Background: an optimization exercise with open tools, aiming at small area, a short achievable clock period and few clock cycles per item. Do not read the settings as production practice.
At most, simulation tests tie the RTL to the original design; equivalence was not proved.
No functional check of the RTL was part of run 1.

--- flow/config.mk ---
export PLATFORM = sky130hd
export DESIGN_NAME = flex_bch
export DESIGN_NICKNAME = flex_bch
export VERILOG_FILES = /design/flow/design.v
export SDC_FILE = /design/flow/constraint.sdc
export NUM_CORES = 4
export LEC_CHECK = 0
export CAP_MARGIN = 20
export CORE_MARGIN = 2
export CORE_UTILIZATION = 40
export PLACE_DENSITY = 0.6
export SETUP_SLACK_MARGIN = 3.5
export SLEW_MARGIN = 20
--- flow/run.sh ---
#!/bin/bash
# synth_recipe.tcl (not shown) runs the flow's synth.tcl, then flattens the netlist and writes it again
# the make line also repeats each setting of config.mk as NAME=value (left out here)
make -C /OpenROAD-flow-scripts/flow DESIGN_CONFIG=/design/flow/config.mk WORK_HOME=/design/flow/orfs CLKGATE_MAP_FILE= SYNTH_SCRIPT=/design/flow/synth_recipe.tcl finish
--- flow/design.v ---
module gf32_mul (
    input  wire [24:0] a,
    input  wire [4:0]  b,
    output wire [4:0]  y
);
    assign y = (a[4:0]   & {5{b[0]}}) ^ (a[9:5]   & {5{b[1]}}) ^ (a[14:10] & {5{b[2]}}) ^
               (a[19:15] & {5{b[3]}}) ^ (a[24:20] & {5{b[4]}});
endmodule
module gf32_inv (
    input  wire [4:0]  a,
    output reg  [24:0] g,
    output reg  [4:0]  tau
);
    always @* begin
        case (a)
            5'd0: begin g = 25'h0000000; tau = 5'h00; end
            5'd1: begin g = 25'h0FAAD21; tau = 5'h09; end
            5'd2: begin g = 25'h12131BA; tau = 5'h08; end
            5'd3: begin g = 25'h1C2CA04; tau = 5'h1E; end
            5'd4: begin g = 25'h1A8EEA3; tau = 5'h02; end
            5'd5: begin g = 25'h0953770; tau = 5'h16; end
            5'd6: begin g = 25'h0546059; tau = 5'h13; end
            5'd7: begin g = 25'h14D1E43; tau = 5'h04; end
            5'd8: begin g = 25'h0F3782D; tau = 5'h15; end
            5'd9: begin g = 25'h11FF027; tau = 5'h19; end
            5'd10: begin g = 25'h132863B; tau = 5'h11; end
            5'd11: begin g = 25'h17C0555; tau = 5'h03; end
            5'd12: begin g = 25'h04BB8FB; tau = 5'h1A; end
            5'd13: begin g = 25'h17665F1; tau = 5'h1C; end
            5'd14: begin g = 25'h01332E2; tau = 5'h01; end
            5'd15: begin g = 25'h01539BC; tau = 5'h05; end
            5'd16: begin g = 25'h02D72C5; tau = 5'h0E; end
            5'd17: begin g = 25'h1B2094D; tau = 5'h14; end
            5'd18: begin g = 25'h02716B8; tau = 5'h0D; end
            5'd19: begin g = 25'h07C2DD0; tau = 5'h07; end
            5'd20: begin g = 25'h0799326; tau = 5'h0F; end
            5'd21: begin g = 25'h158A645; tau = 5'h10; end
            5'd22: begin g = 25'h147FF5D; tau = 5'h1F; end
            5'd23: begin g = 25'h0B4AB2C; tau = 5'h0C; end
            5'd24: begin g = 25'h0E99B1A; tau = 5'h12; end
            5'd25: begin g = 25'h1240EF6; tau = 5'h1D; end
            5'd26: begin g = 25'h1E3D7E2; tau = 5'h06; end
            5'd27: begin g = 25'h065FE2C; tau = 5'h18; end
            5'd28: begin g = 25'h0B22511; tau = 5'h0A; end
            5'd29: begin g = 25'h10399F4; tau = 5'h17; end
            5'd30: begin g = 25'h1AEE124; tau = 5'h0B; end
            5'd31: begin g = 25'h1E6EC77; tau = 5'h1B; end
            default: begin g = 25'h0; tau = 5'h0; end
        endcase
    end
endmodule
module gf32_log (
    input  wire [4:0]  a,
    output wire [30:0] m
);
    assign m[30] = (a == 5'd1);
    assign m[29] = (a == 5'd2);
    assign m[28] = (a == 5'd4);
    assign m[27] = (a == 5'd8);
    assign m[26] = (a == 5'd16);
    assign m[25] = (a == 5'd5);
    assign m[24] = (a == 5'd10);
    assign m[23] = (a == 5'd20);
    assign m[22] = (a == 5'd13);
    assign m[21] = (a == 5'd26);
    assign m[20] = (a == 5'd17);
    assign m[19] = (a == 5'd7);
    assign m[18] = (a == 5'd14);
    assign m[17] = (a == 5'd28);
    assign m[16] = (a == 5'd29);
    assign m[15] = (a == 5'd31);
    assign m[14] = (a == 5'd27);
    assign m[13] = (a == 5'd19);
    assign m[12] = (a == 5'd3);
    assign m[11] = (a == 5'd6);
    assign m[10] = (a == 5'd12);
    assign m[9] = (a == 5'd24);
    assign m[8] = (a == 5'd21);
    assign m[7] = (a == 5'd15);
    assign m[6] = (a == 5'd30);
    assign m[5] = (a == 5'd25);
    assign m[4] = (a == 5'd23);
    assign m[3] = (a == 5'd11);
    assign m[2] = (a == 5'd22);
    assign m[1] = (a == 5'd9);
    assign m[0] = (a == 5'd18);
endmodule
module flex_bch (
    input  wire        clk,
    input  wire        rst,
    input  wire        in_valid,
    output wire        in_ready,
    input  wire        in_op,
    input  wire [31:0] in_word,
    output wire        out_valid,
    input  wire        out_ready,
    output wire [31:0] out_word,
    output wire        out_ok,
    output wire [1:0]  out_nfix
);
    wire [4:0] s1, s3;
    wire [9:0] e;            
    wire xn31 = in_word[4] ^ in_word[15];
    wire xn32 = in_word[22] ^ in_word[25];
    wire xn33 = in_word[6] ^ in_word[14];
    wire xn34 = in_word[2] ^ in_word[11];
    wire xn35 = in_word[16] ^ in_word[17];
    wire xn36 = in_word[5] ^ in_word[7];
    wire xn37 = in_word[21] ^ in_word[24];
    wire xn38 = in_word[3] ^ in_word[12];
    wire xn39 = xn31 ^ xn34;
    wire xn40 = in_word[8] ^ in_word[23];
    wire xn41 = in_word[1] ^ in_word[27];
    wire xn42 = in_word[0] ^ in_word[26];
    wire xn43 = in_word[13] ^ in_word[19];
    wire xn44 = in_word[10] ^ in_word[18];
    wire xn45 = xn38 ^ xn43;
    wire xn46 = xn32 ^ xn36;
    wire xn47 = xn35 ^ xn44;
    wire xn48 = xn33 ^ xn37;
    wire xn49 = in_word[14] ^ in_word[16];
    wire xn50 = in_word[9] ^ in_word[20];
    wire xn51 = in_word[5] ^ in_word[21];
    wire xn52 = in_word[1] ^ in_word[30];
    wire xn53 = xn31 ^ xn51;
    wire xn54 = xn35 ^ xn42;
    wire xn55 = xn33 ^ xn40;
    wire xn56 = xn39 ^ xn47;
    wire xn57 = xn45 ^ xn46;
    assign s1[0] = ((((in_word[20] ^ in_word[8]) ^ xn31) ^ (xn49 ^ xn52)) ^ xn57);
    assign s1[1] = ((((in_word[0] ^ in_word[18]) ^ (in_word[29] ^ in_word[7])) ^ xn39) ^ (xn45 ^ xn48));
    assign s1[2] = ((((in_word[19] ^ in_word[28]) ^ (in_word[6] ^ in_word[7])) ^ (xn32 ^ xn40)) ^ xn56);
    assign s1[3] = ((((in_word[15] ^ in_word[22]) ^ (in_word[3] ^ in_word[9])) ^ (xn36 ^ xn41)) ^ (xn47 ^ xn48));
    assign s1[4] = ((((in_word[13] ^ in_word[2]) ^ xn50) ^ xn53) ^ (xn54 ^ xn55));
    assign s3[0] = ((((in_word[12] ^ in_word[25]) ^ xn52) ^ xn48) ^ xn56);
    assign s3[1] = ((((in_word[11] ^ in_word[27]) ^ (in_word[28] ^ in_word[4])) ^ (xn32 ^ xn37)) ^ ((xn38 ^ xn42) ^ (xn49 ^ xn50)));
    assign s3[2] = ((((in_word[15] ^ in_word[18]) ^ xn34) ^ xn54) ^ xn57);
    assign s3[3] = ((((in_word[10] ^ in_word[12]) ^ (in_word[13] ^ in_word[17])) ^ ((in_word[23] ^ in_word[26]) ^ (in_word[28] ^ in_word[29]))) ^ ((xn32 ^ xn41) ^ xn53));
    assign s3[4] = ((((in_word[0] ^ in_word[20]) ^ xn41) ^ xn39) ^ (xn46 ^ xn55));
    wire [9:0] d_hi = in_word[30:21];
    reg        full;
    reg [30:0] word;
    assign in_ready  = !full || out_ready;
    assign out_valid = full;
    always @(posedge clk) begin
        if (rst)
            full <= 1'b0;
        else if (in_ready)
            full <= in_valid;
    end
    wire [24:0] g;
    wire [4:0]  tau;
    gf32_inv u_tab (.a(s1), .g(g), .tau(tau));
    wire [4:0] pa, pb;
    gf32_mul u_pa (.a({10'd0, g[14:0]}), .b({2'b00, s3[2:0]}), .y(pa));
    gf32_mul u_pb (.a({g[24:15], 15'd0}), .b({s3[4:3], 3'b000}), .y(pb));
    wire d_ta = ~^(tau[2:0] & s3[2:0]);
    wire d_tb = ^(tau[4:3] & s3[4:3]);
    reg       b31, op, remz, ta, tb;
    reg [4:0] ra, rb, rc;
    always @(posedge clk) begin
        if (in_ready) begin
            b31  <= in_word[31];
            op   <= in_op;
            remz <= (s1 == 5'd0 && s3 == 5'd0);
            ta   <= d_ta;
            tb   <= d_tb;
            word <= {d_hi, in_word[20:0]};
            ra   <= pa;
            rb   <= pb;
            rc   <= pb ^ s1;
        end
    end
    wire fix = !op && !(ta ^ tb);
    wire ok  = op || remz || fix;
    wire [4:0] r1 = ra ^ rc, r2 = ra ^ rb;
    wire b31_out = b31 && !ok;
    wire [30:0] m1, m2;
    gf32_log u_m1 (.a(r1), .m(m1));
    gf32_log u_m2 (.a(r2), .m(m2));
    wire [30:0] fixed = word ^ ((m1 | m2) & {31{fix}});
    assign e[0] = ^(word[20:0] & 21'h1ABC94);
    assign e[1] = ^(word[20:0] & 21'hD5E4A);
    assign e[2] = ^(word[20:0] & 21'h6AF25);
    assign e[3] = ^(word[20:0] & 21'h19EB06);
    assign e[4] = ^(word[20:0] & 21'hCF583);
    assign e[5] = ^(word[20:0] & 21'h1CC655);
    assign e[6] = ^(word[20:0] & 21'h14DFBE);
    assign e[7] = ^(word[20:0] & 21'hA6FDF);
    assign e[8] = ^(word[20:0] & 21'h1F8B7B);
    assign e[9] = ^(word[20:0] & 21'h157929);
    assign out_word = {b31_out, op ? {e[0], e[1], e[2], e[3], e[4], e[5], e[6], e[7], e[8], e[9]}
                                   : fixed[30:21], fixed[20:0]};
    assign out_ok   = ok;
    assign out_nfix = {fix && r1 != 5'd0, fix && r1 == 5'd0};
endmodule
--- flow/constraint.sdc ---
create_clock -name core_clock -period 8.0 [get_ports {clk}]
set_input_delay 1.6000 -clock core_clock [delete_from_list [all_inputs] [get_ports {clk}]]
set_output_delay 1.6000 -clock core_clock [all_outputs]
set_load 0.01 [all_outputs]
==> results.yml, run 1 <==
cells_and_area:
  drive_gt1_share_pct: 26.1
  antenna_cells: 0
  areaGrowthSynthToFinish_pct: 35.6
  fin_nets: 834
synth:
  ys_types: 63
  yosysWarnings: 2
  synth_most_common_cell: "xnor2_1"
  synth_edf_count: 51
  synthesis.area_sq_um: 6080
  ys_seq_area_share_pct: 25.5
  ys_ff_latch: 52
  synth_area_leader_cell: "edfxtp_1"
  synth_compound_area_share_pct: 17.4
  synth_fa_ha_area_share_pct: 1.65
  ys.flop_type: "edfxtp_1"
  synthMuxAreaShare_pct: 1.17
  synth.avg_cell_area_sq_um: 9.10
  synth_top_area_share_pct: 25.2
  synth_common_cells: "xnor2_1 (131), nand2_1 (95), edfxtp_1 (51), xor2_1 (50), a21oi_1 (38)"
  synth_top_family_by_area: "XOR/XNOR gates"
  synth_xor_area_share_pct: 36.9
  synth_top_cells_by_area: "edfxtp_1 (25%), xnor2_1 (19%), xor2_1 (7.2%), nand2_1 (5.9%), xnor3_1 (5.2%)"
  async_flop_share_pct: 0
  synth-simple-area-share_pct: 13.0
  syn_nets: 713
  synth_cells: 668
placed_design:
  gp_congestion: 0.996
  place_hpwl_um: 15300
  io_buffers: 73
global_routing:
  antenna_found_initial: 0
  grt_max_degree: 53
  grt_pass1_wl_um: 32600
  overflow: 0
  grt_pass1_vias: 5456
  track_usage_pct: 26.3
floorplanning:
  rows: 45
  initial_core_util_pct: 40.4
  ios: 74
  die_h_um: 127
  die-area_sq_um: 16200
  core_area_sq_um: 15000
  die_w_um: 127
worst_setup_path:
  worst_setup_path_start_kind: "input port"
  r2r-start: "full$_SDFFE_PP0P_"
  arrival_ns: 4.57
  crit_start: "in_word[15]"
  cpMostUsedCell: "xnor3_2"
  worstSetupEndpointType: "register"
  crit_buf_inv: 3
  worstPathCellList: "buf_8 -> xnor3_2 -> xor3_1 -> xnor3_2 -> inv_8 -> buf_12 -> ha_4 -> nor2_1 -> nand3b_1 -> a31oi_1 -> o21ai_0 -> xor2_1 -> xnor2_1"
  reg2reg_to: "op$_DFFE_PP_"
  required_ns: 8.05
  r2r_slack_ns: 6.63
  rr_worst_depth: 2
  cp_slowest_cell: "xnor3_2"
  path_max_fanout: 7
  cp.depth: 13
  worstSetupPathType: "in2reg"
  cpLargestDelayFamily: "XOR/XNOR gates"
  crit_path_end: "ra[1]$_DFFE_PP_"
  slowest_delay_ns: 0.51
routing:
  drc: 0
  dr.pass1.iters: 6
  routedWlPerCell_um: 23.0
  wirelength_um: 22500
  drt_iter0_markers: 720
  antenna_left: 0
  vias_per_cell: 6.09
  dr_total_vias: 5952
sta:
  max_slew_margin_pct: 40.4
  slew_viol_final: 0
  period_share_pct: 56.5
  finalSetupViolCount: 0
  fmax_mhz: 221
  tightest_slew_ns: 0.888
  fin_tns_setup_ns: 0
  period_needed_ns: 4.52
  rsz0062_at_grt: "yes"
  clock-skew-final_ns: 0.0120
  hold_violations: 0
run:
  drv_cap: 0
cts:
  ctsHtreeMaxLevel: 2
  clk_latency_ns: 0.30
  cts_num_sinks: 52
  cts_buffer_depth: 2
  cts_tree: "done"
  clkSlewWorstSetupHoldPaths_ns: 0.08
  numCtsBuffers: 5
  cts_root_buffer: "clkbuf_16"
status:
  status: "complete, no violations"
hold_path:
  hold_class: "reg2reg"
tightest hold or removal path, stage by stage, from the launching register on:
cell      delay (ns)
dfxtp_1         0.36
nand2b_2        0.07
buf_4           0.32
a21oi_1         0.22
worst min path at each step:
stage                       from                  to  slack, ns  depth (start not counted)
2_1_floorplan  full$_SDFFE_PP0P_   full$_SDFFE_PP0P_       1.21                          2
3_3_place_gp   full$_SDFFE_PP0P_   full$_SDFFE_PP0P_       0.98                          3
3_5_place_dp   full$_SDFFE_PP0P_   full$_SDFFE_PP0P_       1.01                          3
4_1_cts        full$_SDFFE_PP0P_   full$_SDFFE_PP0P_       1.02                          3
5_1_grt        full$_SDFFE_PP0P_  word[11]$_DFFE_PP_       1.08                          2
6_report       full$_SDFFE_PP0P_   full$_SDFFE_PP0P_        1.0                          3
cell families (layout without fill, tap and decap cells):
kind of cell / Yosys count / after routing
xor+xnor: 211 / 213
simple gates: 180 / 181
compound gates: 161 / 161
flops: 52 / 52
buf+inv: 49 / 168
fa+ha+maj: 8 / 8
mux: 7 / 7
stage by stage:
stage / worst slack (ns) / hold WS, ns / cells / area [sq um] / util (%)
2_1_floorplan: 3.51 / 1.21 / 668 / 6080 / -
3_3_place_gp: 2.10 / 0.978 / 895 / 6870 / 45.7
3_5_place_dp: 2.10 / 1.01 / 895 / 6870 / 45.7
4_1_cts: 3.44 / 1.02 / 952 / 7800 / 51.9
5_1_grt: 3.41 / 1.08 / 978 / 8240 / 54.8
6_report: 3.48 / 1.00 / 978 / 8240 / 54.8
cell usage in the layout (no fill, tap or decap), drive strengths merged, types with 17 or more instances in the layout:
| cell | n |
|---|---|
| buf | 79 |
| o21ai | 26 |
| xnor2 | 135 |
| nor2 | 32 |
| o22ai | 33 |
| xor2 | 51 |
| clkbuf | 18 |
| nand2 | 97 |
| clkdlybuf4s50 | 45 |
| a21oi | 38 |
| edfxtp | 51 |
| xnor3 | 17 |
per-layer routing:
metal	part of all wire [%]	up-vias	track usage (%)
met2	49	393	44.9
li1	-	2628	-
met5	0	-	0
met4	5.4	0	12.8
met1	39	2826	33.4
met3	6.9	105	2.55
area by class of cell:
| cell class | instances | area [sq um] |
|---|---|---|
| clock inverter | 3 | 27.5 |
| multi-input combinational | 570 | 4850 |
| inverter | 8 | 53.8 |
| fill | 1323 | 6800 |
| timing repair buffer | 152 | 1400 |
| clock buffer | 5 | 125 |
| tap | 188 | 235 |
| sequential | 52 | 1550 |
state kept, by name, summed over array words and instances (netlist names):
name  cells
word     31
rc        5
tb        1
ra        5
b31       1
op        1
full      1
ta        1
remz      1
rb        5
what timing repair did:
action,in CTS,in global routing
hold buffers,0,0
cloned,2,3
endpoints found under the setup margin,45,26
pin swaps,33,45
resized for setup,116,84
setup buffers,47,23
==> run 2, diff against run 1 <==
--- a/flow/design.v
+++ b/flow/design.v
@@ -139,3 +139,25 @@
     assign s3[4] = ((((in_word[0] ^ in_word[20]) ^ xn41) ^ xn39) ^ (xn46 ^ xn55));
-    wire [9:0] d_hi = in_word[30:21];
+    wire [9:0] rem;          
+    wire [9:0] s = {s3, s1};
+    wire xm10 = s[0] ^ s[5];
+    wire xm11 = s[3] ^ xm10;
+    wire xm12 = s[1] ^ s[4];
+    wire xm13 = s[7] ^ s[9];
+    wire xm14 = s[8] ^ xm12;
+    wire xm15 = s[2] ^ s[6];
+    wire xm16 = s[6] ^ xm14;
+    wire xm17 = s[2] ^ s[9];
+    wire xm18 = xm13 ^ xm15;
+    wire xm19 = s[4] ^ xm11;
+    assign rem[0] = ((s[0] ^ s[7]) ^ xm16);
+    assign rem[1] = (s[1] ^ xm18);
+    assign rem[2] = (xm17 ^ xm11);
+    assign rem[3] = xm11;
+    assign rem[4] = xm16;
+    assign rem[5] = ((xm10 ^ xm17) ^ xm14);
+    assign rem[6] = (xm15 ^ xm19);
+    assign rem[7] = ((xm13 ^ xm11) ^ xm16);
+    assign rem[8] = (xm10 ^ xm18);
+    assign rem[9] = (xm13 ^ xm19);
+    wire [9:0] d_hi = in_word[30:21] ^ ({rem[0], rem[1], rem[2], rem[3], rem[4], rem[5], rem[6], rem[7], rem[8], rem[9]} & {10{in_op}});
     reg        full;
@@ -181,14 +203,3 @@
     wire [30:0] fixed = word ^ ((m1 | m2) & {31{fix}});
-    assign e[0] = ^(word[20:0] & 21'h1ABC94);
-    assign e[1] = ^(word[20:0] & 21'hD5E4A);
-    assign e[2] = ^(word[20:0] & 21'h6AF25);
-    assign e[3] = ^(word[20:0] & 21'h19EB06);
-    assign e[4] = ^(word[20:0] & 21'hCF583);
-    assign e[5] = ^(word[20:0] & 21'h1CC655);
-    assign e[6] = ^(word[20:0] & 21'h14DFBE);
-    assign e[7] = ^(word[20:0] & 21'hA6FDF);
-    assign e[8] = ^(word[20:0] & 21'h1F8B7B);
-    assign e[9] = ^(word[20:0] & 21'h157929);
-    assign out_word = {b31_out, op ? {e[0], e[1], e[2], e[3], e[4], e[5], e[6], e[7], e[8], e[9]}
-                                   : fixed[30:21], fixed[20:0]};
+    assign out_word = {b31_out, fixed};
     assign out_ok   = ok;
==> flow/flow/run.sh (new file) <==
#!/bin/bash
# Layout: the standard flow (ORFS synthesis, floorplan, power grid, place, CTS,
# route) with two changes:
#  - the half/full adder cells and the 3-input XOR/XNOR cells are added to the
#    platform's don't-use list, so Yosys's adder extraction leaves the XOR logic to
#    ABC, which maps it into faster 2-input gates;
#  - the port buffers are buf_2 cells instead of the delay cells buffer_ports picks.
# Registers are untouched: same names and cell types as the standard synthesis.
# ORFS writes each step's log to orfs/logs/; make's output goes to standard.log.
set -euo pipefail
export BUFFER_PORTS_ARGS="-buffer_cell sky130_fd_sc_hd__buf_2"
PLATFORM_DONT_USE=$(make -s -C "$FLOW_HOME" DESIGN_CONFIG="$PWD/config.mk" WORK_HOME="$PWD/orfs_q" print-DONT_USE_CELLS 2>/dev/null | sed -n 's/^DONT_USE_CELLS *: *//p')
rm -rf orfs_q
EXTRA=""
for c in ha_1 ha_2 ha_4 fa_1 fa_2 fa_4 xor3_1 xor3_2 xor3_4 xnor3_1 xnor3_2 xnor3_4; do
  EXTRA="$EXTRA sky130_fd_sc_hd__$c"
done
echo "DONT_USE_CELLS=$PLATFORM_DONT_USE$EXTRA" > dont_use.log
bash standard.sh "DONT_USE_CELLS=$PLATFORM_DONT_USE$EXTRA" finish > standard.log 2>&1
==> flow/standard.sh (new file) <==
#!/bin/bash
# synth_recipe.tcl (not shown) runs the flow's synth.tcl, then flattens the netlist and writes it again
# the make line also repeats each setting of config.mk as NAME=value (left out here)
make -C /OpenROAD-flow-scripts/flow DESIGN_CONFIG=/design/flow/config.mk WORK_HOME=/design/flow/orfs CLKGATE_MAP_FILE= SYNTH_SCRIPT=/design/flow/synth_recipe.tcl "${@:-finish}"
--- a/flow/config.mk
+++ b/flow/config.mk
@@ -10,4 +10,5 @@
 export CORE_UTILIZATION = 40
+export CTS_BUF_LIST = sky130_fd_sc_hd__clkbuf_4 sky130_fd_sc_hd__clkbuf_8
 export PLACE_DENSITY = 0.6
-export SETUP_SLACK_MARGIN = 3.5
+export SETUP_SLACK_MARGIN = 3.7
 export SLEW_MARGIN = 20
removed: flow/run.sh
==> results.yml, run 2 <==
cells_and_area:
  largest_register: "word"
  drive_gt1_share_pct: 25.8
  final_common_cell: "xnor2_1"
  fin_nets: 735
  post-route-util_pct: 51.5
  final_cell_mix: "xnor2_1 (120), nand2_1 (97), buf_2 (71)"
  nFillCells: 1205
  largest_register_ffs: 31
  antenna_cells: 0
  areaGrowthSynthToFinish_pct: 24.6
hold_path:
  hold_class: "reg2reg"
synth:
  synth_edf_count: 51
  synthesis.area_sq_um: 5280
  ys_types: 42
  synth_top_area_share_pct: 29.0
  ys.flop_type: "edfxtp_1"
  synth_cells: 616
  ys_ff_latch: 52
  synth_top_cells_by_area: "edfxtp_1 (29%), xnor2_1 (24%), nand2_1 (7.3%), xor2_1 (4.8%), o22ai_1 (4.5%)"
  synth_common_cells: "xnor2_1 (144), nand2_1 (102), edfxtp_1 (51), o21ai_0 (47), nor2_1 (39)"
  async_flop_share_pct: 0
  synth_most_common_cell: "xnor2_1"
  yosysWarnings: 2
  synth_area_leader_cell: "edfxtp_1"
  ys_seq_area_share_pct: 29.4
  syn_nets: 653
  synth.avg_cell_area_sq_um: 8.57
global_routing:
  overflow: 0
  globalRouteMet3Util_pct: 2.68
  grt_max_degree: 54
  grt_pass1_vias: 4680
  busiest_layer: "met2"
  met1_usage_pct: 32.4
  antenna_found_initial: 0
  grt_pass1_wl_um: 26500
  grtUsageMet2_pct: 39.7
  track_usage_pct: 23.9
floorplanning:
  rows: 41
  die-area_sq_um: 14100
  die_w_um: 119
  die_h_um: 119
  initial_core_util_pct: 41.3
  ios: 74
  core_area_sq_um: 12800
cts:
  holdBufCountCts: 0
  clk_latency_ns: 0.30
  numCtsBuffers: 5
  cts_buffer_depth: 2
  cts_root_buffer: "clkbuf_8"
  clkSlewWorstSetupHoldPaths_ns: 0.09
  cts_num_sinks: 52
  cts_tree: "done"
  ctsHtreeMaxLevel: 2
routing:
  dr_total_vias: 5066
  drc: 0
  vias_per_cell: 5.82
  dr.pass1.iters: 5
  wirelength_um: 17800
  drt_iter0_markers: 615
  routedWlPerCell_um: 20.4
  antenna_left: 0
sta:
  fin_tns_setup_ns: 0
  clock-skew-final_ns: 0.0137
  fmax_mhz: 233
  rsz0062_at_grt: "yes"
  finalSetupViolCount: 0
  tightest_slew_ns: 0.652
  period_needed_ns: 4.29
  slew_viol_final: 0
  period_share_pct: 53.7
  max_slew_margin_pct: 56.2
  hold_violations: 0
worst_setup_path:
  arrival_ns: 4.40
  path_max_fanout: 12
  worstSetupEndpointType: "register"
  worst_setup_path_start_kind: "input port"
  worstSetupPathType: "in2reg"
  required_ns: 8.11
placed_design:
  gp_congestion: 1.03
  io_buffers: 73
  place_hpwl_um: 12700
run:
  drv_cap: 0
status:
  status: "complete, no violations"
-- run 2: cell count changes in the layout (fill, tap and decap cells not counted), sizes merged, moves of 10 or more --
| cell | previous run | this run |
|---|---|---|
| buf | 79 | 103 |
| clkdlybuf4s50 | 45 | 0 |
| dlygate4sd2 | 10 | 0 |
| o211ai | 13 | 3 |
| o21ai | 26 | 50 |
| xnor2 | 135 | 159 |
| xnor3 | 17 | 0 |
| xor2 | 51 | 35 |
| xor3 | 10 | 0 |
-- run 2: critical path, cell delays in order --
cell	delay [ns]
buf_2	0.15
xnor2_1	0.31
xnor2_2	0.14
xnor2_2	0.35
xnor2_4	0.19
xor2_4	0.20
buf_12	0.17
buf_4	0.14
nor2_4	0.26
a221oi_1	0.15
o211ai_1	0.33
xnor2_1	0.13
xnor2_1	0.27
-- run 2: area by class of cell --
type | instances | area, sq um | share of cell area (%)
multi-input cells | 530 | 3960 | 60.2
flip-flops and latches | 52 | 1550 | 23.6
repair buffers | 106 | 712 | 10.8
well taps | 172 | 215 | 3.27
clock buffers | 7 | 96.3 | 1.46
clock inverters | 1 | 30.0 | 0.457
inverters | 3 | 11.3 | 0.171
-- run 2: what timing repair did --
item	in CTS	in global routing
gates cloned	1	1
buffers inserted	7	13
pin swaps	7	15
setup endpoints to repair	26	21
resized for setup	29	46
-- run 2: cell families (layout without fill, tap and decap cells) --
family	after synthesis	after routing	share of synthesized area (%)
and+or+nand+nor	173	173	13.5
DFF	52	52	29.4
buffers and inverters	35	117	3.13
xor gates and xnor gates	193	194	35.3
AOI/OAI and AO/OA	163	163	18.7
-- run 2: stage by stage --
step           cell area, sq um  hold slack, ns  worst slack [ns]  std cells
2_1_floorplan              5280            1.21              3.93        616
3_3_place_gp               5820           0.961              2.85        841
3_5_place_dp               5820           0.972              2.81        841
4_1_cts                    6170           0.997              3.68        857
5_1_grt                    6580            1.04              3.61        871
6_report                   6580           0.953              3.71        871
-- run 2: worst paths after layout --
kind / from / endpoint / slack (ns) / cells past startpoint
max reg2reg: full$_SDFFE_PP0P_ / word[28]$_DFFE_PP_ / 6.70 / 2
max: in_word[13] / ra[3]$_DFFE_PP_ / 3.71 / 13
min: full$_SDFFE_PP0P_ / full$_SDFFE_PP0P_ / 0.95 / 3
min reg2reg: full$_SDFFE_PP0P_ / full$_SDFFE_PP0P_ / 0.95 / 3
-- run 2: layer usage --
metal  share of wire [%]  up-vias
met1                  40     2330
met5                   0        -
met2                  48      338
met3                 8.6       56
li1                    -     2342
met4                 3.0        0
Testbench counts of run 2, summed over its fixed seeds: cycles 4,808, items 4,800.
==> run 3, diff against run 2 <==
--- a/flow/config.mk
+++ b/flow/config.mk
@@ -12,3 +12,3 @@
 export PLACE_DENSITY = 0.6
-export SETUP_SLACK_MARGIN = 3.7
+export SETUP_SLACK_MARGIN = 3.2
 export SLEW_MARGIN = 20
==> results.yml, run 3 <==
synth:
  synth_top_cells_by_area: "edfxtp_1 (29%), xnor2_1 (24%), nand2_1 (7.3%), xor2_1 (4.8%), o22ai_1 (4.5%)"
  synth_cells: 616
  synthesis.area_sq_um: 5280
  yosysWarnings: 2
  synth_edf_count: 51
  synth.avg_cell_area_sq_um: 8.57
  ys_types: 42
  ys_seq_area_share_pct: 29.4
  syn_nets: 653
  async_flop_share_pct: 0
  synth_top_area_share_pct: 29.0
  synth_most_common_cell: "xnor2_1"
  synth_common_cells: "xnor2_1 (144), nand2_1 (102), edfxtp_1 (51), o21ai_0 (47), nor2_1 (39)"
  ys_ff_latch: 52
  synth_area_leader_cell: "edfxtp_1"
  ys.flop_type: "edfxtp_1"
cells_and_area:
  final_common_cell: "xnor2_1"
  fin_nets: 715
  largest_register_ffs: 31
  drive_gt1_share_pct: 19.1
  largest_register: "word"
  final_cell_mix: "xnor2_1 (137), nand2_1 (101), buf_2 (73)"
  areaGrowthSynthToFinish_pct: 13.5
  instances_no_fill: 851
  antenna_cells: 0
  nFillCells: 1246
sta:
  fmax_mhz: 216
  rsz0062_at_grt: "no"
  hold_violations: 0
  finalSetupViolCount: 0
  period_share_pct: 57.9
  tightest_slew_ns: 0.748
  fin_ws_ns: 3.37
  clock-skew-final_ns: 0.0131
  max_slew_margin_pct: 49.9
  slew_viol_final: 0
  fin_tns_setup_ns: 0
  period_needed_ns: 4.63
floorplanning:
  initial_core_util_pct: 41.3
  core_area_sq_um: 12800
  die-area_sq_um: 14100
  die_w_um: 119
  ios: 74
  die_h_um: 119
  rows: 41
hold_path:
  hold_class: "reg2reg"
  whs_path_depth: 3
cts:
  numCtsBuffers: 5
  cts_num_sinks: 52
  clkSlewWorstSetupHoldPaths_ns: 0.09
  holdBufCountCts: 0
  cts_buffer_depth: 2
  cts_tree: "done"
  ctsHtreeMaxLevel: 2
  clk_latency_ns: 0.30
  cts_root_buffer: "clkbuf_8"
routing:
  routed.top_layer: "met4"
  routed-wl-met2_um: 7680
  wirelength_um: 16800
  drc: 0
  dr_wl_met3_um: 1420
  routedWlPerCell_um: 19.7
  dr_total_vias: 5007
  dr.pass1.iters: 6
  vias_per_cell: 5.88
  antenna_left: 0
  wl_met1_um: 7010
  drt_iter0_markers: 657
worst_setup_path:
  rr_worst_depth: 2
  r2r_slack_ns: 6.67
  reg2reg_to: "word[18]$_DFFE_PP_"
  worstSetupPathType: "in2reg"
  required_ns: 8.05
  path_max_fanout: 44
  crit_start: "in_word[7]"
  worst_setup_path_start_kind: "input port"
  worstSetupEndpointType: "register"
  r2r-start: "full$_SDFFE_PP0P_"
  arrival_ns: 4.69
  crit_path_end: "rc[1]$_DFFE_PP_"
run:
  drv_cap: 0
placed_design:
  gp_congestion: 0.996
  place_inst: 841
  dpl_worst_slack_ns: 2.73
  place_hpwl_um: 12300
  io_buffers: 73
status:
  status: "complete, no violations"
global_routing:
  track_usage_pct: 23.1
  antenna_found_initial: 0
  grt_pass1_vias: 4497
  grt_pass1_wl_um: 25700
  overflow: 0
  grt_max_degree: 54
[run 3: cell counts after synthesis]
No cell type changed its count.
[run 3: per-layer routing]
metal	track usage (%)	vias to the layer above
met5	0	-
met4	8.78	0
met3	3.21	63
met2	36.8	315
met1	31.9	2339
li1	-	2290
[run 3: cell type report]
class / count / area (sq um) / share of cell area, %
clock buffers: 7 / 83.8 / 1.40
flip-flops and latches: 52 / 1550 / 25.9
clock inverters: 1 / 3.75 / 0.0626
repair buffers: 86 / 463 / 7.72
well taps: 172 / 215 / 3.59
inverters: 3 / 11.3 / 0.188
multi-input cells: 530 / 3670 / 61.2
[run 3: worst min-delay path by stage]
stage                           start  slack [ns]                end
global route        full$_SDFFE_PP0P_        1.05    rc[2]$_DFFE_PP_
CTS                 full$_SDFFE_PP0P_        1.01  word[8]$_DFFE_PP_
finish              full$_SDFFE_PP0P_        0.97  full$_SDFFE_PP0P_
detailed placement  full$_SDFFE_PP0P_        0.99  word[8]$_DFFE_PP_
floorplan                         rst        1.67  full$_SDFFE_PP0P_
global placement    full$_SDFFE_PP0P_        0.97  full$_SDFFE_PP0P_
[run 3: per-stage QoR]
step                utilization, %  hold slack [ns]  area (sq um)
floorplan                        -             1.67          5280
global placement              45.5            0.967          5820
detailed placement            45.6            0.987          5820
CTS                           46.6             1.01          5950
global route                  46.9             1.05          5990
finish                        46.9            0.971          5990
[run 3: cells by family after synthesis]
group | synth area share, %
flops | 29.4
xor+xnor | 35.3
buf+inv | 3.13
simple gates | 13.5
compound gates | 18.7
[run 3: critical path, cell delays in order]
cell      delay, ns
buf_2          0.15
xnor2_1        0.18
xnor2_1        0.44
xnor2_1        0.19
xnor2_2        0.27
xnor2_2        0.14
buf_4          0.42
nor2_1         0.27
a22oi_1        0.20
nand3_1        0.11
a221oi_2       0.33
xor2_1         0.25
xnor2_1        0.11
[run 3: repair_timing]
action | in CTS | in global routing
gates cloned | 1 | 0
resized for setup | 2 | 6
pin swaps | 1 | 1
endpoints found under the setup margin | 11 | 14
setup buffers | 0 | 1
==> run 4, diff against run 3 <==
--- a/flow/config.mk
+++ b/flow/config.mk
@@ -12,3 +12,4 @@
 export PLACE_DENSITY = 0.6
-export SETUP_SLACK_MARGIN = 3.2
+export SETUP_SLACK_MARGIN = 3.5
 export SLEW_MARGIN = 20
+export TNS_END_PERCENT = 0
==> results.yml, run 4 <==
synth:
  ys_types: 42
  ys_seq_area_share_pct: 29.4
  synth_most_common_cell: "xnor2_1"
  synthesis.area_sq_um: 5280
  synth_cells: 616
  ys.flop_type: "edfxtp_1"
  synth_edf_count: 51
  synth_top_cells_by_area: "edfxtp_1 (29%), xnor2_1 (24%), nand2_1 (7.3%), xor2_1 (4.8%), o22ai_1 (4.5%)"
  ys_ff_latch: 52
  yosysWarnings: 2
  synth_common_cells: "xnor2_1 (144), nand2_1 (102), edfxtp_1 (51), o21ai_0 (47), nor2_1 (39)"
  syn_nets: 653
  synth.avg_cell_area_sq_um: 8.57
  synth_top_area_share_pct: 29.0
  async_flop_share_pct: 0
  synth_area_leader_cell: "edfxtp_1"
routing:
  routedWlPerCell_um: 20.0
  drc: 0
  vias_per_cell: 5.73
  wirelength_um: 17100
  dr_total_vias: 4899
  antenna_left: 0
  drt_iter0_markers: 623
  dr.pass1.iters: 7
cells_and_area:
  drive_gt1_share_pct: 20.4
  areaGrowthSynthToFinish_pct: 15.5
  antenna_cells: 0
  largest_register_ffs: 31
  fin_nets: 719
  final_common_cell: "xnor2_1"
  final_cell_mix: "xnor2_1 (135), nand2_1 (101), buf_2 (73)"
  largest_register: "word"
  nFillCells: 1246
sta:
  fin_hold_ws_ns: 0.951
  rsz0062_at_grt: "yes"
  period_share_pct: 56.6
  tightest_slew_ns: 1.02
  clock-skew-final_ns: 0.0149
  slew_viol_final: 0
  max_slew_margin_pct: 31.7
  finalSetupViolCount: 0
  hold_violations: 0
  fmax_mhz: 221
  period_needed_ns: 4.53
  fin_tns_setup_ns: 0
cts:
  clk_latency_ns: 0.30
  cts_root_buffer: "clkbuf_8"
  ctsHtreeMaxLevel: 2
  holdBufCountCts: 0
  numCtsBuffers: 5
  clkSlewWorstSetupHoldPaths_ns: 0.09
  cts_num_sinks: 52
  cts_tree: "done"
  cts_buffer_depth: 2
global_routing:
  grt_pass1_vias: 4624
  antenna_found_initial: 0
  track_usage_pct: 23.6
  grt_pass1_wl_um: 26200
  grt_max_degree: 54
  overflow: 0
worst_setup_path:
  worstSetupPathType: "in2reg"
  cpMostUsedCell: "xnor2_1"
  worstSetupEndpointType: "register"
  cp_slowest_cell: "xnor2_2"
  arrival_ns: 4.63
  crit_buf_inv: 2
  worstPathCellList: "buf_2 -> xnor2_1 -> xnor2_1 -> xnor2_2 -> xnor2_2 -> xor2_2 -> buf_4 -> nand2_1 -> o21ai_0 -> a221oi_1 -> o211ai_1 -> xnor2_1 -> xnor2_1"
  required_ns: 8.10
  slowest_delay_ns: 0.38
  path_max_fanout: 24
  cpLargestDelayFamily: "XOR/XNOR gates"
  worst_setup_path_start_kind: "input port"
hold_path:
  hold_class: "reg2reg"
floorplanning:
  die-area_sq_um: 14100
  core_area_sq_um: 12800
  rows: 41
  initial_core_util_pct: 41.3
  ios: 74
  die_h_um: 119
  die_w_um: 119
placed_design:
  gp_congestion: 1.03
  io_buffers: 73
  place_hpwl_um: 12700
status:
  status: "complete, no violations"
run:
  drv_cap: 0
## run 4: cell types whose count changed in the layout (fill, tap and decap cells not counted), sizes merged
cell / previous run / this run
clkinv: 1 / 0
bufinv: 0 / 1
buf: 86 / 90
## run 4: kinds of logic after synthesis
group                  after synthesis  share of synthesized area, %
AND/OR/NAND/NOR                    173                          13.5
AO/OA/AOI/OAI                      163                          18.7
XOR/XNOR                           193                          35.3
flip-flops                          52                          29.4
buffers and inverters               35                          3.13
## run 4: area by class of cell
cell class              count  area, sq um  area share (%)
well taps                 172          215            3.53
flip-flops and latches     52         1550            25.4
clock inverters             1         30.0           0.492
multi-input cells         530         3700            60.6
repair buffers             90          497            8.15
inverters                   3         11.3           0.185
clock buffers               7         96.3            1.58
## run 4: what timing repair did
item	in CTS	in global routing
setup buffers	1	4
pin swaps	2	5
cloned	1	0
resized for setup	4	12
setup endpoints to repair	22	23
## run 4: stage by stage
step | cells | setup slack, ns | cell area, sq um | utilization [%]
2_1_floorplan | 616 | 3.93 | 5280 | -
6_report | 855 | 3.47 | 6100 | 47.7
3_3_place_gp | 841 | 2.85 | 5820 | 45.5
3_5_place_dp | 841 | 2.81 | 5820 | 45.5
5_1_grt | 855 | 3.32 | 6100 | 47.7
4_1_cts | 851 | 3.29 | 6000 | 46.9
## run 4: worst min-delay path: stages (launching register included)
cell and delay [ns]:
dfxtp_1 0.35, nand2b_2 0.06, buf_4 0.31, a21oi_1 0.21
## run 4: final timing paths
check                                       start                  to  slack (ns)  depth (start not counted)
worst min-delay path            full$_SDFFE_PP0P_   full$_SDFFE_PP0P_        0.95                          3
worst max register to register  full$_SDFFE_PP0P_  word[28]$_DFFE_PP_        6.71                          2
worst max-delay path                  in_word[17]     ra[3]$_DFFE_PP_        3.47                         13
worst min register to register  full$_SDFFE_PP0P_   full$_SDFFE_PP0P_        0.95                          3
## run 4: routing by layer
metal  routed length, um  share of wire [%]  GRT usage, %
met5                   0                  0             0
met2                7970                 47          38.4
met4                 469                2.7          8.18
met3                1330                7.8          2.87
met1                7320                 43          32.3
==> run 5, diff against run 4 <==
--- a/flow/config.mk
+++ b/flow/config.mk
@@ -14,2 +14,2 @@
 export SLEW_MARGIN = 20
-export TNS_END_PERCENT = 0
+export TNS_END_PERCENT = 30
==> results.yml, run 5 <==
routing:
  vias_per_cell: 5.75
  routedWlPerCell_um: 20.0
  wirelength_um: 17100
  drc: 0
  antenna_left: 0
  dr.pass1.iters: 5
  dr_total_vias: 4935
  drt_iter0_markers: 566
synth:
  synthesis.area_sq_um: 5280
  synth_top_family_by_area: "XOR/XNOR gates"
  async_flop_share_pct: 0
  synth_xor_area_share_pct: 35.3
  synthMuxAreaShare_pct: 0
  synth_cells: 616
  ys_types: 42
  ys_ff_latch: 52
  synth_top_cells_by_area: "edfxtp_1 (29%), xnor2_1 (24%), nand2_1 (7.3%), xor2_1 (4.8%), o22ai_1 (4.5%)"
  ys_seq_area_share_pct: 29.4
  synth_top_area_share_pct: 29.0
  ys.flop_type: "edfxtp_1"
  synth_edf_count: 51
  synth-simple-area-share_pct: 13.5
  synth_area_leader_cell: "edfxtp_1"
  yosysWarnings: 2
  synth.avg_cell_area_sq_um: 8.57
  synth_fa_ha_area_share_pct: 0
  synth_most_common_cell: "xnor2_1"
  syn_nets: 653
  synth_common_cells: "xnor2_1 (144), nand2_1 (102), edfxtp_1 (51), o21ai_0 (47), nor2_1 (39)"
  synth_compound_area_share_pct: 18.7
sta:
  max_slew_margin_pct: 31.0
  period_needed_ns: 4.49
  tightest_slew_ns: 1.03
  fin_ws_ns: 3.51
  hold_violations: 0
  slew_viol_final: 0
  fmax_mhz: 223
  finalSetupViolCount: 0
  rsz0062_at_grt: "yes"
  clock-skew-final_ns: 0.0147
  period_share_pct: 56.2
  fin_tns_setup_ns: 0
cells_and_area:
  areaGrowthSynthToFinish_pct: 17.2
  fin_nets: 722
  instances_no_fill: 858
  largest_register_ffs: 31
  antenna_cells: 0
  final_cell_mix: "xnor2_1 (129), nand2_1 (101), buf_2 (73)"
  post-route-util_pct: 48.4
  final_common_cell: "xnor2_1"
  largest_register: "word"
  drive_gt1_share_pct: 21.7
floorplanning:
  die-area_sq_um: 14100
  die_w_um: 119
  initial_core_util_pct: 41.3
  rows: 41
  ios: 74
  core_area_sq_um: 12800
  die_h_um: 119
worst_setup_path:
  crit_start: "in_word[8]"
  path_max_fanout: 24
  rr_worst_depth: 2
  r2r_slack_ns: 6.70
  arrival_ns: 4.60
  r2r-start: "full$_SDFFE_PP0P_"
  required_ns: 8.11
  worstSetupEndpointType: "register"
  worst_setup_path_start_kind: "input port"
  worstSetupPathType: "in2reg"
hold_path:
  whs_path_depth: 3
  hold_class: "reg2reg"
  hold_path.startpoint: "full$_SDFFE_PP0P_"
placed_design:
  gp_congestion: 1.03
  io_buffers: 73
  dpl_worst_slack_ns: 2.81
  place_inst: 841
  place_hpwl_um: 12700
status:
  status: "complete, no violations"
cts:
  numCtsBuffers: 5
  clk_latency_ns: 0.30
  clkSlewWorstSetupHoldPaths_ns: 0.09
  cts_tree: "done"
  ctsHtreeMaxLevel: 2
  cts_root_buffer: "clkbuf_8"
  cts_buffer_depth: 2
  cts_num_sinks: 52
global_routing:
  track_usage_pct: 23.7
  grt_pass1_vias: 4649
  grt_max_degree: 54
  overflow: 0
  grt_pass1_wl_um: 26300
  antenna_found_initial: 0
run:
  drv_cap: 0
## run 5: cell counts after synthesis
Identical to the previous run, type by type.
## run 5: final timing paths
| check | end |
|---|---|
| max reg2reg | word[28]$_DFFE_PP_ |
| max | ra[3]$_DFFE_PP_ |
| min reg2reg | full$_SDFFE_PP0P_ |
| min | full$_SDFFE_PP0P_ |
## run 5: area by class of cell
class | instances | area, sq um
inverters | 3 | 11.3
repair buffers | 93 | 543
flip-flops and latches | 52 | 1550
clock inverters | 1 | 30.0
fillers | 1238 | 6590
clock buffers | 7 | 96.3
multi-input cells | 530 | 3740
well taps | 172 | 215
## run 5: cells by family (layout without fill, tap and decap cells)
group / count (synthesis) / count (layout)
flip-flops: 52 / 52
buffers and inverters: 35 / 104
XOR/XNOR: 193 / 194
AO/OA/AOI/OAI: 163 / 163
AND/OR/NAND/NOR: 173 / 173
## run 5: layer usage
metal	up-vias	global-route usage, %	part of all wire (%)
met4	0	7.96	3.1
met2	313	38.6	47
met5	-	0	0
met3	55	2.83	8.0
li1	2301	-	-
met1	2266	32.5	42
## run 5: what timing repair did
action                                 4_1_cts  5_1_grt
hold buffers                                 0        0
resized for setup                            7       18
pin swaps                                    3        2
endpoints found under the hold margin        0        0
cloned                                       1        0
setup endpoints to repair                   22       21
buffers inserted                             6        2
## run 5: critical path: stages
cell and delay, ns:
buf_2 0.22, xnor2_1 0.14, xnor2_2 0.33, xor2_1 0.16, xnor2_2 0.32, xor2_2 0.16, buf_4 0.32, nand2_1 0.28
o21ai_0 0.22, a221oi_1 0.10, o211ai_1 0.31, xnor2_1 0.13, xnor2_1 0.30
## run 5: metrics by stage
stage / hold WS (ns) / instance area [sq um]
after floorplan: 1.21 / 5280
after global placement: 0.961 / 5820
after detailed placement: 0.972 / 5820
after CTS: 0.997 / 6060
after global routing: 1.04 / 6190
final: 0.959 / 6190
==> run 6, diff against run 5 <==
--- a/flow/config.mk
+++ b/flow/config.mk
@@ -7,2 +7,3 @@
 export LEC_CHECK = 0
+export ABC_AREA = 1
 export CAP_MARGIN = 20
@@ -12,4 +13,3 @@
 export PLACE_DENSITY = 0.6
-export SETUP_SLACK_MARGIN = 3.5
+export SETUP_SLACK_MARGIN = 4.0
 export SLEW_MARGIN = 20
-export TNS_END_PERCENT = 30
==> results.yml, run 6 <==
synth:
  synth_edf_count: 51
  synth_top_cells_by_area: "nand2_1 (32%), edfxtp_1 (23%), xnor2_1 (8.8%), nand3_1 (7.7%), inv_1 (4.7%)"
  synth_top_area_share_pct: 32.3
  synth_area_leader_cell: "nand2_1"
  synth_most_common_cell: "nand2_1"
  synth_common_cells: "nand2_1 (563), nand3_1 (101), inv_1 (82), xnor2_1 (66), nor2_1 (56)"
  yosysWarnings: 2
  ys_ff_latch: 52
  synthesis.area_sq_um: 6540
  synth_cells: 1112
  synth.avg_cell_area_sq_um: 5.88
  syn_nets: 1149
  ys.flop_type: "edfxtp_1"
  async_flop_share_pct: 0
  ys_types: 32
  ys_seq_area_share_pct: 23.7
hold_path:
  hold_class: "reg2reg"
cells_and_area:
  instances_no_fill: 1394
  final_common_cell: "nand2_1"
  largest_register: "word"
  final_cell_mix: "nand2_1 (550), nand3_1 (101), inv_1 (82)"
  areaGrowthSynthToFinish_pct: 14.4
  drive_gt1_share_pct: 15.4
  antenna_cells: 0
  largest_register_ffs: 31
  fin_nets: 1214
cts:
  cts_tree: "done"
  ctsHtreeMaxLevel: 2
  clk_latency_ns: 0.32
  numCtsBuffers: 5
  cts_buffer_depth: 2
  holdBufCountCts: 0
  clkSlewWorstSetupHoldPaths_ns: 0.09
  cts_root_buffer: "clkbuf_8"
  cts_num_sinks: 52
sta:
  fin_tns_setup_ns: 0
  hold_violations: 0
  fmax_mhz: 256
  max_slew_margin_pct: 62.4
  fin_hold_ws_ns: 0.782
  period_needed_ns: 3.91
  slew_viol_final: 0
  clock-skew-final_ns: 0.00765
  rsz0062_at_grt: "yes"
  fin_ws_ns: 4.10
  finalSetupViolCount: 0
  period_share_pct: 48.8
  tightest_slew_ns: 0.564
worst_setup_path:
  cpMostUsedCell: "nand2_1"
  arrival_ns: 3.97
  cp_slowest_cell: "nand2_1"
  worstSetupPathType: "in2reg"
  cpLargestDelayFamily: "simple AND/OR/NAND/NOR gates"
  required_ns: 8.07
  r2r_slack_ns: 6.98
  worstSetupEndpointType: "register"
  worstPathCellList: "buf_2 -> inv_1 -> nand2_1 -> nand2_1 -> nand2_1 -> nand2_1 -> nand2_1 -> inv_1 -> nor2_1 -> nand2_2 -> nand2_8 -> inv_4 -> nand2_1 -> nand3_1 -> nand3_1 -> a21oi_2 -> nand2_1 -> nand3_1 -> nand2_1"
  worst_setup_path_start_kind: "input port"
  crit_buf_inv: 4
  path_max_fanout: 17
  slowest_delay_ns: 0.24
routing:
  drc: 0
  routedWlPerCell_um: 15.8
  dr.pass1.iters: 8
  antenna_left: 0
  vias_per_cell: 5.22
  dr_total_vias: 7282
  drt_iter0_markers: 996
  wirelength_um: 22100
floorplanning:
  initial_core_util_pct: 41.0
  rows: 46
  die_h_um: 132
  ios: 74
  core_area_sq_um: 15900
  die-area_sq_um: 17400
  die_w_um: 132
placed_design:
  io_buffers: 73
  place_inst: 1370
  gp_congestion: 1.01
  place_hpwl_um: 16700
  dpl_worst_slack_ns: 3.51
global_routing:
  grt_pass1_vias: 6245
  antenna_found_initial: 0
  grt_max_degree: 54
  track_usage_pct: 23.8
  grt_pass1_wl_um: 32700
  overflow: 0
run:
  drv_cap: 0
status:
  status: "complete, no violations"
run 6: cells by family after synthesis:
family | count (synthesis) | share of synthesized area (%)
compound gates | 67 | 5.87
simple gates | 764 | 47.7
buf+inv | 131 | 9.05
xor+xnor | 98 | 13.7
flops | 52 | 23.7
run 6: through the flow:
stage,cell area [sq um],util [%]
floorplan,6550,-
global placement,6980,43.8
detailed placement,6980,43.8
CTS,7150,44.8
global route,7480,46.9
finish,7480,46.9
run 6: worst reg2reg max path: cells and delay by family (launching register included):
family,cells,cell delay [ns]
buf+inv,1,0.27
flops,1,0.32
simple gates,1,0.08
run 6: per-layer routing:
metal | vias to the layer above | part of all wire, % | global-route usage (%)
met1 | 3240 | 44 | 32.9
met3 | 65 | 7.8 | 2.50
li1 | 3627 | - | -
met5 | - | 0 | 0
met4 | 0 | 3.3 | 6.10
met2 | 350 | 45 | 39.6
run 6: area by class of cell:
class,count,area [sq um]
clock buffers,6,76.3
flip-flops and latches,52,1550
inverters,96,370
repair buffers,91,513
clock inverters,2,60.1
fillers,1768,8460
well taps,216,270
multi-input cells,931,4640
run 6: worst paths after layout:
| check | start | to | cells after the start |
|---|---|---|---|
| max | in_word[14] | rc[4]$_DFFE_PP_ | 19 |
| min | full$_SDFFE_PP0P_ | full$_SDFFE_PP0P_ | 3 |
| max reg2reg | full$_SDFFE_PP0P_ | word[12]$_DFFE_PP_ | 2 |
| min reg2reg | full$_SDFFE_PP0P_ | full$_SDFFE_PP0P_ | 3 |
run 6: timing repair:
item	4_1_cts	5_1_grt
endpoints found under the setup margin	11	35
buffers inserted	0	14
gates cloned	0	2
pin swaps	0	4
resized for setup	7	42
==> run 7, diff against run 6 <==
--- a/flow/config.mk
+++ b/flow/config.mk
@@ -7,3 +7,2 @@
 export LEC_CHECK = 0
-export ABC_AREA = 1
 export CAP_MARGIN = 20
@@ -13,3 +12,3 @@
 export PLACE_DENSITY = 0.6
-export SETUP_SLACK_MARGIN = 4.0
+export SETUP_SLACK_MARGIN = 3.5
 export SLEW_MARGIN = 20
==> results.yml, run 7 <==
placed_design:
  io_buffers: 73
  gp_congestion: 1.03
  place_hpwl_um: 12700
  place_inst: 841
global_routing:
  grt_pass1_wl_um: 26200
  overflow: 0
  track_usage_pct: 23.7
  grt_pass1_vias: 4644
  grtUsageMet2_pct: 39.0
  busiest_layer: "met2"
  met1_usage_pct: 32.3
  globalRouteMet3Util_pct: 2.78
  grt_max_degree: 54
  antenna_found_initial: 0
hold_path:
  whs_path_depth: 3
  hold_class: "reg2reg"
  hold_path.startpoint: "full$_SDFFE_PP0P_"
  min_to: "full$_SDFFE_PP0P_"
routing:
  routedWlPerCell_um: 19.8
  antenna_left: 0
  vias_per_cell: 5.70
  dr_total_vias: 4893
  drt_iter0_markers: 552
  wirelength_um: 17000
  drc: 0
  dr.pass1.iters: 6
worst_setup_path:
  path_max_fanout: 24
  rr_worst_depth: 2
  worstSetupPathType: "in2reg"
  worst_setup_path_start_kind: "input port"
  worstSetupEndpointType: "register"
  required_ns: 8.11
  reg2reg_to: "word[28]$_DFFE_PP_"
  arrival_ns: 4.55
  r2r-start: "full$_SDFFE_PP0P_"
  r2r_slack_ns: 6.70
  crit_start: "in_word[7]"
synth:
  synth_edf_count: 51
  yosysWarnings: 2
  synth_area_leader_cell: "edfxtp_1"
  synth_common_cells: "xnor2_1 (144), nand2_1 (102), edfxtp_1 (51), o21ai_0 (47), nor2_1 (39)"
  synthesis.area_sq_um: 5280
  syn_nets: 653
  synth_cells: 616
  ys_ff_latch: 52
  ys.flop_type: "edfxtp_1"
  synth_most_common_cell: "xnor2_1"
  async_flop_share_pct: 0
  ys_types: 42
  synth_top_cells_by_area: "edfxtp_1 (29%), xnor2_1 (24%), nand2_1 (7.3%), xor2_1 (4.8%), o22ai_1 (4.5%)"
  synth.avg_cell_area_sq_um: 8.57
  synth_top_area_share_pct: 29.0
  ys_seq_area_share_pct: 29.4
floorplanning:
  core_area_sq_um: 12800
  die_h_um: 119
  ios: 74
  die-area_sq_um: 14100
  initial_core_util_pct: 41.3
  rows: 41
  die_w_um: 119
cts:
  cts_num_sinks: 52
  clk_latency_ns: 0.30
  numCtsBuffers: 5
  clkSlewWorstSetupHoldPaths_ns: 0.09
  ctsHtreeMaxLevel: 2
  cts_root_buffer: "clkbuf_8"
  cts_buffer_depth: 2
  cts_tree: "done"
sta:
  slew_viol_final: 0
  fin_tns_setup_ns: 0
  finalSetupViolCount: 0
  max_slew_margin_pct: 54.6
  period_share_pct: 55.5
  period_needed_ns: 4.44
  fin_hold_ws_ns: 0.956
  tightest_slew_ns: 0.678
  rsz0062_at_grt: "yes"
  clock-skew-final_ns: 0.0146
  hold_violations: 0
  fmax_mhz: 225
cells_and_area:
  largest_register_ffs: 31
  final_common_cell: "xnor2_1"
  antenna_cells: 0
  largest_register: "word"
  nFillCells: 1238
  fin_nets: 722
  post-route-util_pct: 48.6
  instances_no_fill: 858
  areaGrowthSynthToFinish_pct: 17.6
  final_cell_mix: "xnor2_1 (128), nand2_1 (100), buf_2 (73)"
  drive_gt1_share_pct: 22.0
status:
  status: "complete, no violations"
run:
  drv_cap: 0
run 7: cell count changes in the layout (fill, tap and decap cells not counted), moves of 21 or more:
| cell | previous run | this run |
|---|---|---|
| nand2_2 | 28 | 2 |
| nand3_1 | 101 | 10 |
| xnor2_1 | 60 | 128 |
| xnor2_2 | 7 | 28 |
| inv_1 | 82 | 3 |
| o21ai_0 | 9 | 47 |
| nand2_1 | 550 | 100 |
run 7: how the worst max path moves through the flow:
stage | endpoint | slack [ns] | cells past startpoint
after floorplan | ra[3]$_DFFE_PP_ | 3.93 | 12
after global routing | rc[1]$_DFFE_PP_ | 3.44 | 13
after detailed placement | ra[3]$_DFFE_PP_ | 2.81 | 12
final | ra[3]$_DFFE_PP_ | 3.56 | 13
after global placement | ra[3]$_DFFE_PP_ | 2.85 | 12
after CTS | ra[3]$_DFFE_PP_ | 3.48 | 13
run 7: final cells by class:
class	count	area, sq um	area share (%)
clock inverters	1	30.0	0.484
well taps	172	215	3.47
repair buffers	93	543	8.75
flip-flops and latches	52	1550	25.0
multi-input cells	530	3760	60.6
inverters	3	11.3	0.181
clock buffers	7	96.3	1.55
run 7: what timing repair did:
action	CTS	global route
hold buffers	0	0
buffers inserted	6	2
endpoints found under the setup margin	22	21
cloned	1	0
pin swaps	3	2
resized for setup	8	20
run 7: cell families after synthesis:
family | Yosys count | synth area share [%]
xor gates and xnor gates | 193 | 35.3
and+or+nand+nor | 173 | 13.5
AOI/OAI and AO/OA | 163 | 18.7
DFF | 52 | 29.4
buffers and inverters | 35 | 3.13
run 7: through the flow:
stage          worst slack (ns)  instance area, sq um
3_5_place_dp               2.81                  5820
5_1_grt                    3.44                  6210
6_report                   3.56                  6210
4_1_cts                    3.48                  6070
3_3_place_gp               2.85                  5820
2_1_floorplan              3.93                  5280
run 7: worst max-delay path, stage by stage:
cell and delay (ns):
buf_2 0.16, xnor2_2 0.25, xnor2_1 0.15, xnor2_2 0.39, xnor2_2 0.23, xor2_2 0.16, buf_4 0.32, nand2_1 0.27
o21ai_0 0.22, a221oi_1 0.10, o211ai_1 0.30, xnor2_1 0.13, xnor2_1 0.28
run 7: metal layers:
layer / share of wire, % / up-vias / routed length, um
met2: 47 / 281 / 8010
met1: 42 / 2262 / 7080
li1: - / 2304 / -
met3: 8.5 / 46 / 1440
met4: 2.6 / 0 / 448
met5: 0 / - / 0
==> run 8, diff against run 7 <==
--- a/flow/config.mk
+++ b/flow/config.mk
@@ -9,5 +9,5 @@
 export CORE_MARGIN = 2
-export CORE_UTILIZATION = 40
+export CORE_UTILIZATION = 50
 export CTS_BUF_LIST = sky130_fd_sc_hd__clkbuf_4 sky130_fd_sc_hd__clkbuf_8
-export PLACE_DENSITY = 0.6
+export PLACE_DENSITY = 0.8
 export SETUP_SLACK_MARGIN = 3.5
==> results.yml, run 8 <==
synth:
  synthesis.area_sq_um: 5280
  synth_edf_count: 51
  synth.avg_cell_area_sq_um: 8.57
  ys_types: 42
  synth_area_leader_cell: "edfxtp_1"
  ys_seq_area_share_pct: 29.4
  synth_common_cells: "xnor2_1 (144), nand2_1 (102), edfxtp_1 (51), o21ai_0 (47), nor2_1 (39)"
  yosysWarnings: 2
  async_flop_share_pct: 0
  ys.flop_type: "edfxtp_1"
  synth_cells: 616
  synth_most_common_cell: "xnor2_1"
  ys_ff_latch: 52
  synth_top_area_share_pct: 29.0
  syn_nets: 653
  synth_top_cells_by_area: "edfxtp_1 (29%), xnor2_1 (24%), nand2_1 (7.3%), xor2_1 (4.8%), o22ai_1 (4.5%)"
sta:
  slew_viol_final: 0
  tightest_slew_ns: 0.739
  hold_violations: 0
  clock-skew-final_ns: 0.0144
  fin_hold_ws_ns: 0.954
  period_share_pct: 56.4
  fin_tns_setup_ns: 0
  period_needed_ns: 4.51
  rsz0062_at_grt: "yes"
  finalSetupViolCount: 0
  max_slew_margin_pct: 50.5
  fmax_mhz: 222
cells_and_area:
  largest_register: "word"
  instances_no_fill: 822
  areaGrowthSynthToFinish_pct: 14.4
  drive_gt1_share_pct: 20.7
  final_common_cell: "xnor2_1"
  largest_register_ffs: 31
  antenna_cells: 0
  fin_nets: 722
  post-route-util_pct: 58.8
  final_cell_mix: "xnor2_1 (134), nand2_1 (101), buf_2 (73)"
global_routing:
  track_usage_pct: 28.3
  grt_pass1_wl_um: 25100
  overflow: 0
  met1_usage_pct: 39.9
  grtUsageMet2_pct: 43.9
  antenna_found_initial: 0
  grt_pass1_vias: 4563
  busiest_layer: "met2"
  grt_max_degree: 54
  globalRouteMet3Util_pct: 4.32
cts:
  cts_num_sinks: 52
  holdBufCountCts: 0
  cts_tree: "done"
  numCtsBuffers: 5
  cts_buffer_depth: 2
  cts_root_buffer: "clkbuf_8"
  clk_latency_ns: 0.31
  clkSlewWorstSetupHoldPaths_ns: 0.10
  ctsHtreeMaxLevel: 2
worst_setup_path:
  worst_setup_path_start_kind: "input port"
  required_ns: 8.06
  worstSetupPathType: "in2reg"
  worstPathCellList: "buf_2 -> xor2_1 -> xnor2_2 -> xnor2_2 -> xnor2_2 -> xnor2_2 -> buf_4 -> nor2_1 -> a22oi_1 -> nand3_1 -> a221oi_2 -> xor2_1 -> xnor2_1"
  worstSetupEndpointType: "register"
  cp_slowest_cell: "xor2_1"
  crit_buf_inv: 2
  path_max_fanout: 25
  arrival_ns: 4.56
  slowest_delay_ns: 0.42
  cpLargestDelayFamily: "XOR/XNOR gates"
  cpMostUsedCell: "xnor2_2"
floorplanning:
  rows: 37
  die-area_sq_um: 11400
  die_w_um: 107
  ios: 74
  die_h_um: 107
  initial_core_util_pct: 51.4
  core_area_sq_um: 10300
run:
  drv_cap: 0
routing:
  drc: 0
  drt_iter0_markers: 687
  wirelength_um: 16300
  vias_per_cell: 6.13
  routedWlPerCell_um: 19.9
  dr_total_vias: 5041
  dr.pass1.iters: 7
  antenna_left: 0
placed_design:
  place_inst: 805
  place_hpwl_um: 12000
  gp_congestion: 1.01
  io_buffers: 73
status:
  status: "complete, no violations"
hold_path:
  hold_class: "reg2reg"
run 8: changes by cell type in the layout (fill, tap and decap cells not counted), sizes merged:
cell,previous run,this run
clkinvlp,0,1
inv,3,5
clkbuf,7,5
bufinv,1,0
run 8: final timing paths:
kind / start / end / slack (ns) / cells past startpoint
worst max-delay path: in_word[6] / rc[1]$_DFFE_PP_ / 3.49 / 13
worst min-delay path: full$_SDFFE_PP0P_ / full$_SDFFE_PP0P_ / 0.95 / 3
worst max register to register: full$_SDFFE_PP0P_ / word[23]$_DFFE_PP_ / 6.73 / 2
worst min register to register: full$_SDFFE_PP0P_ / full$_SDFFE_PP0P_ / 0.95 / 3
run 8: timing repair:
item / 4_1_cts / 5_1_grt
cloned: 1 / 0
setup buffers: 2 / 6
resized for setup: 5 / 10
setup endpoints to repair: 16 / 17
pin swaps: 2 / 2
run 8: cells by family after synthesis:
| logic type | count (synthesis) | share of synthesized area (%) |
|---|---|---|
| xor gates and xnor gates | 193 | 35.3 |
| and+or+nand+nor | 173 | 13.5 |
| AOI/OAI and AO/OA | 163 | 18.7 |
| DFF | 52 | 29.4 |
| buffers and inverters | 35 | 3.13 |
run 8: layout make-up:
class	count	area, sq um
tap	136	170
sequential	52	1550
timing repair buffer	93	527
multi-input combinational	530	3680
inverter	3	11.3
clock inverter	3	25.0
fill	930	4240
clock buffer	5	68.8
run 8: per-layer routing:
metal  share of wire, %  wire length (um)
met1                 40              6530
met2                 46              7520
met3                 11              1780
met4                3.2               522
met5                  0                 0
run 8: metrics by stage:
step / setup slack [ns] / cell area, sq um
3_3_place_gp: 2.98 / 5770
2_1_floorplan: 3.93 / 5280
3_5_place_dp: 3.02 / 5780
4_1_cts: 3.51 / 5940
6_report: 3.49 / 6040
5_1_grt: 3.38 / 6040
run 8: tightest hold or removal path, stage by stage (launching register included):
cell and delay, ns:
dfxtp_1 0.35, nand2b_2 0.05, buf_4 0.31, a21oi_1 0.21

==> re-timing with driven ports <==
The results above use ideal ports. As a check the final layouts listed here were re-extracted and re-timed, cells and wires unchanged.
Step 1: set_driving_cell puts a clkbuf_16 on clk and a buf_2 on each other input, an assumption about the parent block.
Step 2, shift: input delay + t, output delay - t, t = (earliest + latest rising clock arrival at the registers) / 2. This alone moves slack from input paths to output paths.
Slacks: ideal / step 1 / step 2; pairs: ideal / step 1.
| run | shift t [ns] | setup WS [ns] | hold slack, ns | worst setup path at the end | slew at the worst register clock pin (ns) |
|---|---|---|---|---|---|
| run 1 | 0.334 | 3.482 / 3.466 / 3.132 | 1.000 / 1.000 / 1.000 | input to register | 0.08 / 0.08 |
| run 2 | 0.331 | 3.708 / 3.720 / 3.389 | 0.953 / 0.953 / 0.953 | input to register | 0.09 / 0.09 |
| run 3 | 0.334 | 3.366 / 3.381 / 3.047 | 0.971 / 0.971 / 0.971 | input to register | 0.09 / 0.09 |
| run 4 | 0.329 | 3.469 / 3.480 / 3.151 | 0.951 / 0.951 / 0.951 | input to register | 0.09 / 0.09 |
| run 5 | 0.328 | 3.507 / 3.517 / 3.189 | 0.959 / 0.959 / 0.959 | input to register | 0.09 / 0.09 |
| run 6 | 0.349 | 4.095 / 4.098 / 3.763 | 0.782 / 0.782 / 0.782 | input to register | 0.10 / 0.10 |
| run 7 | 0.328 | 3.556 / 3.567 / 3.239 | 0.956 / 0.956 / 0.956 | input to register | 0.09 / 0.09 |
| run 8 | 0.333 | 3.491 / 3.498 / 3.165 | 0.954 / 0.954 / 0.954 | input to register | 0.10 / 0.10 |
After both steps every run listed still meets setup and hold. For run 1, which loses most, drivers alone change the setup slack by -0.016 ns; drivers and shift together by -0.350 ns.
